Source: an optimization exercise on an open RTL-to-GDS flow (aim: small area). Production flows keep margins and buffers that such runs may drop. Only simulation tests tie the RTL to the original design; equivalence was not proved. Power figures rest on the tool's default switching activity, not on a simulated workload.

## xbee_rx
module xbee_rx (
    input  wire        clk,
    input  wire        rst,             
    input  wire        in_valid,
    output wire        in_ready,
    input  wire [7:0]  in_op,           
    input  wire [7:0]  in_arg,          
    output reg         out_valid,
    input  wire        out_ready,
    output reg  [1:0]  out_kind,        
    output reg  [3:0]  out_code,        
    output wire [63:0] out_src64,
    output wire [15:0] out_src16,
    output wire [7:0]  out_options,
    output wire [15:0] out_length,
    output wire [7:0]  out_checksum,
    output reg  [8:0]  out_data_len,
    input  wire [7:0]  rd_addr,
    output wire [7:0]  rd_data
);
For scale: roughly 170 I/O pins.
clock: 14.0 ns
lec_check: 0
cap_margin: 8
core_margin: 2
core_utilization: 70
cts_cluster_diameter: 100
cts_cluster_size: 33
gpl_timing_driven: 0
place_density: 0.8
slew_margin: 8
synth_hierarchical: 1
standard.sh (not shown) runs the stock make flow with config.mk's settings and CLKGATE_MAP_FILE= SYNTH_SCRIPT=/design/flow/synth_recipe.tcl, a recipe that flattens the netlist after the stock synthesis.
==> flow/flow/run.sh <==
#!/bin/bash
set -euo pipefail
export BUFFER_PORTS_ARGS="-buffer_cell sky130_fd_sc_hd__buf_1"
bash standard.sh > standard.log 2>&1
The starting point finished but failed the layout checks on max-capacitance violations, max-slew violations.
Then changed:
--- a/flow/config.mk
+++ b/flow/config.mk
@@ -10 +10 @@
-export CORE_UTILIZATION = 70
+export CORE_UTILIZATION = 60
@@ -12 +12 @@
-export CTS_CLUSTER_SIZE = 33
+export CTS_CLUSTER_SIZE = 30
@@ -14 +14 @@
-export PLACE_DENSITY = 0.8
+export PLACE_DENSITY = 0.7
What happened:
- With this change the flow produced a clean layout
- power rises by 1.5%
- worst hold slack gets better by 0.0030 ns
- register-to-register slack gets worse by 0.09 ns
Then changed:
--- a/flow/config.mk
+++ b/flow/config.mk
@@ -10 +10 @@
-export CORE_UTILIZATION = 60
+export CORE_UTILIZATION = 75
@@ -14 +14 @@
-export PLACE_DENSITY = 0.7
+export PLACE_DENSITY = 0.85
=> Cell count goes down by 4.5%; setup slack loses 0.31 ns; first-iteration DRC count went up by about 12%; area after synthesis is unchanged; core utilization climbs by 15 points; global-route usage goes up by 7.2 points; via count came out higher by about 3%; sequential power barely changes; power stays flat; hold slack got worse by 0.016 ns; design area falls by 0.84%.
Then changed:
--- a/flow/config.mk
+++ b/flow/config.mk
@@ -8 +8 @@
-export CAP_MARGIN = 8
+export CAP_MARGIN = 15
@@ -10 +10 @@
-export CORE_UTILIZATION = 75
+export CORE_UTILIZATION = 60
@@ -14,2 +14,2 @@
-export PLACE_DENSITY = 0.85
-export SLEW_MARGIN = 8
+export PLACE_DENSITY = 0.7
+export SLEW_MARGIN = 15
What happened: Power rose by 0.35%. Routed wire length rose by 0.31%. Utilization fell by 15 points. Count of clock-buffer cells in the layout rose by 1. Setup slack improved by 0.37 ns. Final area rose by 0.99%. Non-clock buffer count rose by 22.

* * *

xbee_rx again, from the RTL that the note above started with.
Design xbee_rx, start of the top module:
module xbee_rx (
    input  wire        clk,
    input  wire        rst,             
    input  wire        in_valid,
    output wire        in_ready,
    input  wire [7:0]  in_op,           
    input  wire [7:0]  in_arg,          
    output reg         out_valid,
    input  wire        out_ready,
    output reg  [1:0]  out_kind,        
    output reg  [3:0]  out_code,        
    output wire [63:0] out_src64,
    output wire [15:0] out_src16,
    output wire [7:0]  out_options,
    output wire [15:0] out_length,
    output wire [7:0]  out_checksum,
    output reg  [8:0]  out_data_len,
    input  wire [7:0]  rd_addr,
    output wire [7:0]  rd_data
);
==> flow/config.mk <==
export PLATFORM = sky130hd
export DESIGN_NAME = xbee_rx
export DESIGN_NICKNAME = xbee_rx
export VERILOG_FILES = /design/flow/design.v
export SDC_FILE = /design/flow/constraint.sdc
export NUM_CORES = 4
export LEC_CHECK = 0
export CAP_MARGIN = 0
export CORE_MARGIN = 2
export CORE_UTILIZATION = 60
export CTS_CLUSTER_DIAMETER = 80
export CTS_CLUSTER_SIZE = 24
export PLACE_DENSITY = 0.7
export SLEW_MARGIN = 0
export SYNTH_HIERARCHICAL = 1
==> flow/constraint.sdc <==
create_clock -name core_clock -period 14.0 [get_ports {clk}]
set_input_delay 2.8000 -clock core_clock [delete_from_list [all_inputs] [get_ports {clk}]]
set_output_delay 2.8000 -clock core_clock [all_outputs]
set_load 0.01 [all_outputs]
run.sh (not shown) runs the stock make flow with config.mk's settings and CLKGATE_MAP_FILE= SYNTH_SCRIPT=/design/flow/synth_recipe.tcl, a recipe that flattens the netlist after the stock synthesis.
Stock flow here: none of the scripts above is used.
The first run completed with no timing, DRC or antenna violations.
Edit:
==> flow/flow/run.sh (new file) <==
#!/bin/bash
set -euo pipefail
export BUFFER_PORTS_ARGS="-buffer_cell sky130_fd_sc_hd__buf_1"
bash standard.sh > standard.log 2>&1
==> flow/standard.sh (new file) <==
#!/bin/bash
# synth_recipe.tcl (not shown) runs the flow's synth.tcl, then flattens the netlist and writes it again
# the make line also repeats each setting of config.mk as NAME=value (left out here)
make -C /OpenROAD-flow-scripts/flow DESIGN_CONFIG=/design/flow/config.mk WORK_HOME=/design/flow/orfs CLKGATE_MAP_FILE= SYNTH_SCRIPT=/design/flow/synth_recipe.tcl "${@:-finish}"
CTS_CLUSTER_DIAMETER = 100   (was 80)
CTS_CLUSTER_SIZE = 30   (was 24)
GPL_TIMING_DRIVEN = 0   (was not set)
removed: flow/run.sh
Now the flow reached the layout checks and failed them: max-capacitance violations, max-slew violations.
Setup slack gains 340 ps.
Utilization falls by 1.4 points.
Critical path depth rises by 1.
Register-to-register slack gains 130 ps.
Final cell count falls by a few percent.

==> static timing again, ports no longer ideal <==
The results above use ideal ports. As a check the final layouts listed here were re-extracted and re-timed, cells and wires unchanged. Step 1: set_driving_cell puts a clkbuf_16 on clk and a buf_2 on each other input, an assumption about the parent block. Step 2, shift: input delay + t, output delay - t, t = (earliest + latest rising clock arrival at the registers) / 2. This alone moves slack from input paths to output paths. a / b / c = ideal / step 1 / step 2; a / b = the first two.
| run | shift t [ns] | setup slack, ns | latest minus earliest clock arrival (ns) | slew at the worst register clock pin (ns) | worst slew at a driven data input, ns |
|---|---|---|---|---|---|
| the first run of note 1 | 0.791 | 2.540 / 2.486 / 2.486 | 0.032 / 0.032 | 0.12 / 0.12 | 0.07 |
| the second run of note 1 | 0.784 | 3.310 / 3.275 / 3.275 | 0.026 / 0.027 | 0.12 / 0.12 | 0.06 |
| the third run of note 1 | 0.787 | 3.000 / 2.959 / 2.959 | 0.048 / 0.048 | 0.12 / 0.12 | 0.06 |
| the fourth run of note 1 | 0.776 | 3.372 / 3.326 / 3.326 | 0.033 / 0.033 | 0.12 / 0.12 | 0.06 |
| the first run of note 2 | 0.815 | 2.489 / 2.466 / 2.466 | 0.029 / 0.030 | 0.10 / 0.10 | 0.07 |
| the second run of note 2 | 0.792 | 2.830 / 2.795 / 2.795 | 0.029 / 0.030 | 0.12 / 0.12 | 0.07 |
The setup slack of the first run of note 1, which loses most, moves by -0.054 ns with the drivers and by -0.054 ns with both steps.
